This is an optimization exercise on Yosys and OpenROAD, whose aim is small area, a short achievable clock period and few clock cycles, not a production implementation. Only simulation tests tie the RTL to the original design; equivalence was not proved. Power and IR drop assume default switching activity.

== run 1 ==
==> flow/design.v (excerpt) <==
module rs485_frame_asm (
    input  wire         clk,
    input  wire         rst,
    input  wire [255:0] addr_map,
    input  wire         in_valid,
    input  wire [7:0]   in_data,
    output wire         in_ready,
    output wire         out_valid,
    output wire [7:0]   out_data,
    output wire         out_last,
    input  wire         out_ready,
    output wire         idle
);
    localparam integer R  = 264;         
    localparam integer TD = 3;           
    localparam integer NT = R >> TD;
    localparam integer K  = 3;           
    localparam [8:0]   RM = 9'd263;
    function [15:0] crcstep;
        input [15:0] c;
        input [7:0]  b;
        integer i;
        reg [15:0] r;
        begin
            r = c ^ {8'h00, b};
            for (i = 0; i < 8; i = i + 1)
                r = r[0] ? ((r >> 1) ^ 16'hA001) : (r >> 1);
            crcstep = r;
        end
    endfunction
    function [8:0] inc9;
        input [8:0] x;
        inc9 = (x == RM) ? 9'd0 : x + 9'd1;
    endfunction
    function [8:0] subm;
        input [8:0] a;
        input [8:0] b;
        reg [9:0] d;
        begin
            d = {1'b0, a} - {1'b0, b};
            subm = d[9] ? (d[8:0] + 9'd264) : d[8:0];
        end
    endfunction
    reg [8*R-1:0] ring;
    reg [8:0]     T;              
    reg [255:0]   addr_mask;
    reg [7:0]     ib0, ib1;       
    reg [1:0]     icnt;
    reg           in_ready_r;
    reg [8:0]     wp;             
    reg           pbv;            
    reg [7:0]     pb;
    reg           pia_r;          
  ...
Size in the first run: ~5,600 cells after synthesis, ~85,000 µm² of cells after synthesis.
Settings: LEC_CHECK=0, CAP_MARGIN=20, CORE_MARGIN=2, CORE_UTILIZATION=60, CTS_CLUSTER_DIAMETER=80, CTS_CLUSTER_SIZE=24, PLACE_DENSITY=0.7, SLEW_MARGIN=20, SYNTH_MEMORY_MAX_BITS=4096; clock period 12.0 ns.
standard.sh (not shown) runs the stock make flow with config.mk's settings and CLKGATE_MAP_FILE= SYNTH_SCRIPT=/design/flow/synth_recipe.tcl, a recipe that flattens the netlist after the stock synthesis.
==> flow/flow/run.sh <==
#!/bin/bash
set -euo pipefail
bash standard.sh SETUP_SLACK_MARGIN=7 \
  "BUFFER_PORTS_ARGS=-buffer_cell sky130_fd_sc_hd__buf_1" \
  "CTS_ARGS=-sink_clustering_enable -repair_clock_nets -sink_clustering_size 24 -sink_clustering_max_diameter 80 -dont_use_dummy_load" \
  finish > standard_flow.log 2>&1
Testbench counts of run 1, summed over its fixed seeds: cycles 17,061.
Input-level comparison between run 2 and run 1:
==> flow/flow/run.sh <==
#!/bin/bash
set -euo pipefail
bash standard.sh SETUP_SLACK_MARGIN=8 finish > standard_flow.log 2>&1
--- outcome ---
Run 1 -> run 2: wire length on met1 increased by a few percent. In terms of area of all sequential standard cells, run 1 and run 2 differ only marginally. Higher combinational cell fraction of total power was reported by run 2, not run 1. In the metrics for run 1 and run 2, the one carrying the higher fraction of final layout cells sized beyond drive strength 1 is run 2. The run showing the smaller multi-input gate share of total cell area is run 2. On setup slack, run 2 does better than run 1. Against run 1, run 2 reports a routability-driven placement congestion ratio that is lower. Run 2 reports a higher global-route wire length before repair than run 1 does. When run 2 is set beside run 1, its share of the clock period used by the worst path after layout turns out to be 5.3 points smaller.
Edits applied to the flow inputs when going from run 2 to run 3:
# run 2
export LEC_CHECK = 0
export CAP_MARGIN = 20
export CORE_MARGIN = 2
export CORE_UTILIZATION = 60
export CTS_CLUSTER_DIAMETER = 80
export CTS_CLUSTER_SIZE = 24
export PLACE_DENSITY = 0.7
export SLEW_MARGIN = 20
export SYNTH_MEMORY_MAX_BITS = 4096
create_clock -name core_clock -period 12.0 [get_ports {clk}]
# run 3
export LEC_CHECK = 0
export CAP_MARGIN = 20
export CORE_MARGIN = 2
export CORE_UTILIZATION = 60
export CTS_CLUSTER_DIAMETER = 80
export CTS_CLUSTER_SIZE = 24
export PLACE_DENSITY = 0.7
export SETUP_SLACK_MARGIN = 5
export SLEW_MARGIN = 20
export SYNTH_MEMORY_MAX_BITS = 4096
create_clock -name core_clock -period 12.0 [get_ports {clk}]
==> flow/run.sh (new file) <==
#!/bin/bash
# synth_recipe.tcl (not shown) runs the flow's synth.tcl, then flattens the netlist and writes it again
# the make line also repeats each setting of config.mk as NAME=value (left out here)
make -C /OpenROAD-flow-scripts/flow DESIGN_CONFIG=/design/flow/config.mk WORK_HOME=/design/flow/orfs CLKGATE_MAP_FILE= SYNTH_SCRIPT=/design/flow/synth_recipe.tcl finish
removed: flow/flow/run.sh
removed: flow/standard.sh
--- outcome ---
- Run 3 finished end to end and its layout was clean on timing, DRC and antenna.
- Comparing the two runs side by side, run 3 comes out behind run 2 on setup slack.
- Diff run 2 -> run 3: number of filler cells placed in the layout +197, final routed wirelength across all metal layers fell about 2.3%.
- Area growth from synthesis to layout was higher in run 2 than in run 3.
- Run 2 → run 3: logic gate share of total power shows a reduction of 0.9 points; overall power after layout fell 0.93%; critical path depth up 4.
- Worst setup path endpoint = lp_pass[2]$_DFFE_PN_: run 2; worst setup path endpoint = lp_pass[0]$_DFFE_PN_: run 3
Changes in run 4 relative to run 3:
# run 3
export LEC_CHECK = 0
export CAP_MARGIN = 20
export CORE_MARGIN = 2
export CORE_UTILIZATION = 60
export CTS_CLUSTER_DIAMETER = 80
export CTS_CLUSTER_SIZE = 24
export PLACE_DENSITY = 0.7
export SETUP_SLACK_MARGIN = 5
export SLEW_MARGIN = 20
export SYNTH_MEMORY_MAX_BITS = 4096
create_clock -name core_clock -period 12.0 [get_ports {clk}]
# run 4
export LEC_CHECK = 0
export CAP_MARGIN = 20
export CORE_MARGIN = 2
export CORE_UTILIZATION = 70
export CTS_CLUSTER_DIAMETER = 80
export CTS_CLUSTER_SIZE = 24
export PLACE_DENSITY = 0.8
export SETUP_SLACK_MARGIN = 5
export SLEW_MARGIN = 20
export SYNTH_MEMORY_MAX_BITS = 4096
create_clock -name core_clock -period 12.0 [get_ports {clk}]
Results
[run 4] area of the placeable core fell 14% relative to run 3
From run 3 to run 4 the numbers moved as follows: compound-gate portion of the synthesized area about even; wire length of the first global-routing pass rose 9.1%; die area fell 14%.
For run 5, these inputs were changed with respect to run 4:
# run 4
export LEC_CHECK = 0
export CAP_MARGIN = 20
export CORE_MARGIN = 2
export CORE_UTILIZATION = 70
export CTS_CLUSTER_DIAMETER = 80
export CTS_CLUSTER_SIZE = 24
export PLACE_DENSITY = 0.8
export SETUP_SLACK_MARGIN = 5
export SLEW_MARGIN = 20
export SYNTH_MEMORY_MAX_BITS = 4096
create_clock -name core_clock -period 12.0 [get_ports {clk}]
# run 5
export LEC_CHECK = 0
export CAP_MARGIN = 20
export CORE_MARGIN = 2
export CORE_UTILIZATION = 60
export CTS_CLUSTER_DIAMETER = 80
export CTS_CLUSTER_SIZE = 24
export PLACE_DENSITY = 0.7
export SLEW_MARGIN = 20
export SYNTH_MEMORY_MAX_BITS = 4096
create_clock -name core_clock -period 12.0 [get_ports {clk}]
==> flow/flow/run.sh (new file) <==
#!/bin/bash
set -euo pipefail
bash standard.sh SETUP_SLACK_MARGIN=8 \
  "BUFFER_PORTS_ARGS=-buffer_cell sky130_fd_sc_hd__buf_1" \
  "CTS_ARGS=-sink_clustering_enable -repair_clock_nets -sink_clustering_size 24 -sink_clustering_max_diameter 80 -dont_use_dummy_load" \
  finish > standard_flow.log 2>&1
==> flow/standard.sh (new file) <==
#!/bin/bash
# synth_recipe.tcl (not shown) runs the flow's synth.tcl, then flattens the netlist and writes it again
# the make line also repeats each setting of config.mk as NAME=value (left out here)
make -C /OpenROAD-flow-scripts/flow DESIGN_CONFIG=/design/flow/config.mk WORK_HOME=/design/flow/orfs CLKGATE_MAP_FILE= SYNTH_SCRIPT=/design/flow/synth_recipe.tcl "${@:-finish}"
removed: flow/run.sh
Findings:
- Run 5: no failed stages, no open violations at the end
- Run 5 against run 4; maximum achievable frequency is up by more than a quarter.
- Run 4 -> run 5: total power decreased slightly
- Compared with run 4, run 5 shows fraction of the cycle the final worst path needs lower by 13 points.
- Relative to run 4, fraction of met3 tracks used by global routing decreased by 1.3 points in run 5.
- Lower multi-input gate area in the final layout among run 5 and run 4: run 4

* * *

Another version of the RTL of rs485_frame_asm (not shown whole).
Size in the first run: about 5900 cells after synthesis, ~3000 flip-flops, about 280 I/O pins, ~86000 um2 of cells after synthesis.
## rs485_frame_asm
module rs485_frame_asm (
    input  wire         clk,
    input  wire         rst,
    input  wire [255:0] addr_map,
    input  wire         in_valid,
    input  wire [7:0]   in_data,
    output wire         in_ready,
    output wire         out_valid,
    output wire [7:0]   out_data,
    output wire         out_last,
    input  wire         out_ready,
    output wire         idle
);
==> flow/config.mk <==
export PLATFORM = sky130hd
export DESIGN_NAME = rs485_frame_asm
export DESIGN_NICKNAME = rs485_frame_asm
export VERILOG_FILES = /design/flow/design.v
export SDC_FILE = /design/flow/constraint.sdc
export NUM_CORES = 8
export LEC_CHECK = 0
export ABC_CLOCK_PERIOD_IN_PS = 4000
export CAP_MARGIN = 20
export CORE_MARGIN = 2
export CORE_UTILIZATION = 30
export PLACE_DENSITY = 0.5
export SLEW_MARGIN = 20
export SYNTH_MEMORY_MAX_BITS = 4096
==> flow/constraint.sdc <==
create_clock -name core_clock -period 12.0 [get_ports {clk}]
set_input_delay 2.4000 -clock core_clock [delete_from_list [all_inputs] [get_ports {clk}]]
set_output_delay 2.4000 -clock core_clock [all_outputs]
set_load 0.01 [all_outputs]
run.sh (not shown) runs the stock make flow with config.mk's settings and CLKGATE_MAP_FILE= SYNTH_SCRIPT=/design/flow/synth_recipe.tcl, a recipe that flattens the netlist after the stock synthesis.
Stock flow here: none of the scripts above is used.
Testbench counts at the start, summed over its fixed seeds: cycles 17,085.
Edit:
ABC_CLOCK_PERIOD_IN_PS = default   (was 4000)
Result: The changed run passed the timing, design-rule and antenna checks. Cell area does not change. Global-route usage does not change. Clock-buffer cell count is unchanged. Via count is unchanged. Total power stays the same. Wire length does not change. Area after synthesis does not change. Hold slack does not change. Die area stays the same. Utilization is unchanged.

* * *

Another version of the RTL of rs485_frame_asm (not shown whole).
For scale: ~5400 cells after synthesis, ~2700 flip-flops, roughly 280 I/O pins, ~78000 sq um of cells after synthesis.
clock: 12.0 ns
lec_check: 0
cap_margin: 20
core_margin: 2
core_utilization: 60
cts_cluster_diameter: 80
cts_cluster_size: 24
place_density: 0.7
slew_margin: 20
synth_memory_max_bits: 4096
standard.sh (not shown) runs the stock make flow with config.mk's settings and CLKGATE_MAP_FILE= SYNTH_SCRIPT=/design/flow/synth_recipe.tcl, a recipe that flattens the netlist after the stock synthesis.
==> flow/flow/run.sh <==
#!/bin/bash
set -euo pipefail
bash standard.sh SETUP_SLACK_MARGIN=8.25 \
  "BUFFER_PORTS_ARGS=-buffer_cell sky130_fd_sc_hd__buf_1" \
  "CTS_ARGS=-sink_clustering_enable -repair_clock_nets -sink_clustering_size 16 -sink_clustering_max_diameter 60 -dont_use_dummy_load -buf_list sky130_fd_sc_hd__clkbuf_8" \
  finish > standard_flow.log 2>&1
The first run completed with no timing, DRC or antenna violations.
Testbench counts at the start, summed over its fixed seeds: cycles 17,074.
Then changed:
==> flow/flow/run.sh (replaced) <==
#!/bin/bash
set -euo pipefail
bash standard.sh SETUP_SLACK_MARGIN=8.5 \
  "BUFFER_PORTS_ARGS=-buffer_cell sky130_fd_sc_hd__buf_1" \
  "CTS_ARGS=-sink_clustering_enable -repair_clock_nets -sink_clustering_size 16 -sink_clustering_max_diameter 60 -dont_use_dummy_load -buf_list sky130_fd_sc_hd__clkbuf_8" \
  finish > standard_flow.log 2>&1
- ABC_AREA: not set -> 1
After rerunning: Synthesized cell count came out higher by 22%; count of clock-buffer cells in the layout came out higher by 4; design area came out higher by 1.4%; clock skew came out lower by 0.038 ns; routed wire length came out higher by 9.9%; final cell count came out higher by 16%; power came out higher by 5.9%; die area came out higher by 1.5%; setup slack gets better by 0.19 ns.
Then changed:
==> flow/flow/run.sh (replaced) <==
#!/bin/bash
set -euo pipefail
bash standard.sh SETUP_SLACK_MARGIN=8.75 \
  "BUFFER_PORTS_ARGS=-buffer_cell sky130_fd_sc_hd__buf_1" \
  "CTS_ARGS=-sink_clustering_enable -repair_clock_nets -sink_clustering_size 16 -sink_clustering_max_diameter 60 -dont_use_dummy_load -buf_list sky130_fd_sc_hd__clkbuf_8" \
  finish > standard_flow.log 2>&1
Cell count came out higher slightly.
Wire length came out higher slightly.
Design area came out higher by a few percent.
Core utilization came out higher by 1.8 points.
Setup slack is worse by 0.041 ns.
Worst hold slack is worse by 0.062 ns.
Non-clock buffer count came out higher by 129.
Critical path depth is unchanged.
Count of clock-buffer cells in the layout came out lower by 1.
Power came out higher by a few percent.
Then changed:
==> flow/flow/run.sh (replaced) <==
#!/bin/bash
set -euo pipefail
bash standard.sh SETUP_SLACK_MARGIN=8 \
  "BUFFER_PORTS_ARGS=-buffer_cell sky130_fd_sc_hd__buf_1" \
  "CTS_ARGS=-sink_clustering_enable -repair_clock_nets -sink_clustering_size 16 -sink_clustering_max_diameter 60 -dont_use_dummy_load -buf_list sky130_fd_sc_hd__clkbuf_8" \
  finish > standard_flow.log 2>&1
- ABC_AREA: 1 -> not set
Outcome: The new run passed the timing, design-rule and antenna checks; via count went down by 13%; global-route usage went down by 1.5 points; total power went down by 8.7%; setup slack loses 0.16 ns; utilization went down by 2.7 points; cell count went down by 16%; maximum frequency went down by 3.9%; sequential cell count is unchanged; sequential share of layout area went up by 3.8 points; die area went down by 1.5%.

* * *

Setup of tundra:
rs485_frame_asm, a different RTL version from the one above (not shown whole).
Size: roughly 5700 cells after synthesis, roughly 2800 flip-flops, about 280 I/O pins, about 84000 um2 of cells after synthesis.
## rs485_frame_asm
module rs485_frame_asm (
    input  wire         clk,
    input  wire         rst,
    input  wire [255:0] addr_map,
    input  wire         in_valid,
    input  wire [7:0]   in_data,
    output wire         in_ready,
    output wire         out_valid,
    output wire [7:0]   out_data,
    output wire         out_last,
    input  wire         out_ready,
    output wire         idle
);
clock: 12.0 ns
lec_check: 0
cap_margin: 20
core_margin: 2
core_utilization: 60
cts_cluster_diameter: 80
cts_cluster_size: 24
place_density: 0.7
slew_margin: 20
synth_memory_max_bits: 4096
==> flow/flow/run.sh <==
#!/bin/bash
set -euo pipefail
bash standard.sh SETUP_SLACK_MARGIN=8.5 \
  "BUFFER_PORTS_ARGS=-buffer_cell sky130_fd_sc_hd__buf_1" \
  "CTS_ARGS=-sink_clustering_enable -repair_clock_nets -sink_clustering_size 24 -sink_clustering_max_diameter 80 -dont_use_dummy_load" \
  finish > standard_flow.log 2>&1
tundra ran to completion and came out clean on the timing, design-rule and antenna checks.
Testbench counts of tundra, summed over its fixed seeds: cycles 17,061.
> inputs changed (tundra -> xenon)
--- a/flow/flow/run.sh
+++ b/flow/flow/run.sh
@@ -3 +3 @@
-bash standard.sh SETUP_SLACK_MARGIN=8.5 \
+bash standard.sh SETUP_SLACK_MARGIN=8 \
Findings:
xenon vs. tundra: global-route wire length before repair now sits lower; largest stage delay on the critical path now sits lower; number of rows created at floorplan now sits at about the same level.
The worst setup slack number comes out higher for tundra vs xenon.
Summary of xenon over tundra: fmax now sits lower, total wire length moved down.
Share of final-layout standard cells stronger than drive strength 1: xenon vs tundra down 5.8 points
Looking at initial antenna violation count across tundra and xenon, the one that comes out higher is xenon.

* * *

MS:
Another version of the RTL of rs485_frame_asm (not shown whole).
For scale: roughly 2,800 flip-flops.
==> flow/config.mk <==
export PLATFORM = sky130hd
export DESIGN_NAME = rs485_frame_asm
export DESIGN_NICKNAME = rs485_frame_asm
export VERILOG_FILES = /design/flow/design.v
export SDC_FILE = /design/flow/constraint.sdc
export NUM_CORES = 8
export LEC_CHECK = 0
export ABC_AREA = 1
export CAP_MARGIN = 20
export CORE_MARGIN = 2
export CORE_UTILIZATION = 60
export CTS_CLUSTER_DIAMETER = 80
export CTS_CLUSTER_SIZE = 24
export PLACE_DENSITY = 0.7
export SETUP_SLACK_MARGIN = 5
export SLEW_MARGIN = 20
export SYNTH_MEMORY_MAX_BITS = 4096
==> flow/constraint.sdc <==
create_clock -name core_clock -period 12.0 [get_ports {clk}]
set_input_delay 2.4000 -clock core_clock [delete_from_list [all_inputs] [get_ports {clk}]]
set_output_delay 2.4000 -clock core_clock [all_outputs]
set_load 0.01 [all_outputs]
run.sh (not shown) runs the stock make flow with config.mk's settings and CLKGATE_MAP_FILE= SYNTH_SCRIPT=/design/flow/synth_recipe.tcl, a recipe that flattens the netlist after the stock synthesis.
Stock flow here: none of the scripts above is used.
Testbench counts of MS, summed over its fixed seeds: cycles 17,077.
Input-level comparison between AL and MS:
==> flow/flow/run.sh (new file) <==
#!/bin/bash
set -euo pipefail
bash standard.sh SETUP_SLACK_MARGIN=8.25 \
  "BUFFER_PORTS_ARGS=-buffer_cell sky130_fd_sc_hd__buf_1" \
  "CTS_ARGS=-sink_clustering_enable -repair_clock_nets -sink_clustering_size 20 -sink_clustering_max_diameter 60 -dont_use_dummy_load -buf_list sky130_fd_sc_hd__clkbuf_8" \
  finish > standard_flow.log 2>&1
==> flow/standard.sh (new file) <==
#!/bin/bash
# synth_recipe.tcl (not shown) runs the flow's synth.tcl, then flattens the netlist and writes it again
# the make line also repeats each setting of config.mk as NAME=value (left out here)
make -C /OpenROAD-flow-scripts/flow DESIGN_CONFIG=/design/flow/config.mk WORK_HOME=/design/flow/orfs CLKGATE_MAP_FILE= SYNTH_SCRIPT=/design/flow/synth_recipe.tcl "${@:-finish}"
diff --git a/flow/config.mk b/flow/config.mk
--- a/flow/config.mk
+++ b/flow/config.mk
@@ -13,5 +13,4 @@
 export CTS_CLUSTER_SIZE = 24
 export PLACE_DENSITY = 0.7
-export SETUP_SLACK_MARGIN = 5
 export SLEW_MARGIN = 20
 export SYNTH_MEMORY_MAX_BITS = 4096
removed: flow/run.sh
## What came out
AL: amount of wire on met2 after detailed routing is 1.3 mm lower than what MS reported.
Compared with MS, in AL global-route wire length before repair closely matched the old numbers, instance area at placement -about 2%.
MS → AL: sequential share of power has increased; clock period minus final worst setup slack now smaller; number of flip-flops and latches essentially unchanged.
The cell with the largest stage delay on the worst path comes out sky130_fd_sc_hd__dfxtp_1 in one run and sky130_fd_sc_hd__dfxtp_4 in the other, namely in MS and AL respectively.
Summary of AL over MS: initial detailed-routing violation count went down by 357; setup slack went up by 1430 ps; final total negative setup slack was more or less identical.

==> afterwards: timing with drivers on the ports <==
The results above use ideal ports. As a check the final layouts listed here were re-extracted and re-timed, cells and wires unchanged.
Step 1 assumes that a clkbuf_16 drives the clock port and a buf_2 every other input.
Step 2 also shifts input and output timing later by t, the mid clock arrival at the registers, as if the neighbouring blocks saw the same clock.
Three values: ideal, step 1, step 2; two values: the first two.
run | t, ns | setup slack, ns | worst setup path after step 2 | worst data-port slew with drivers (ns)
run 1 | 0.821 | 7.156 / 7.156 / 6.485 | input to register | 0.20
run 2 | 0.863 | 7.796 / 7.829 / 6.966 | input to register | 0.18
run 3 | 0.855 | 6.412 / 6.412 / 6.412 | register to register | 0.20
run 4 | 0.873 | 6.431 / 6.431 / 6.423 | input to register | 0.19
run 5 | 0.817 | 7.975 / 7.975 / 7.311 | input to register | 0.18
the first run of note 2 | 0.921 | 3.076 / 3.076 / 3.076 | register to register | 0.09
the second run of note 2 | 0.921 | 3.076 / 3.076 / 3.076 | register to register | 0.09
the first run of note 3 | 0.935 | 7.965 / 7.888 / 7.443 | input to register | 0.12
the second run of note 3 | 0.976 | 8.157 / 8.083 / 7.593 | input to register | 0.19
the third run of note 3 | 0.952 | 8.115 / 8.043 / 7.736 | input to register | 0.15
the fourth run of note 3 | 0.932 | 7.959 / 7.890 / 7.132 | input to register | 0.10
tundra | 0.841 | 8.123 / 8.048 / 7.479 | input to register | 0.16
xenon | 0.820 | 8.077 / 8.045 / 7.377 | input to register | 0.19
MS | 0.863 | 6.754 / 6.754 / 6.589 | input to register | 0.10
AL | 0.984 | 8.188 / 8.107 / 7.415 | input to register | 0.29
After both steps every run listed still meets setup and hold. The setup slack of run 2, which loses most, moves by +0.033 ns with the drivers and by -0.830 ns with both steps.
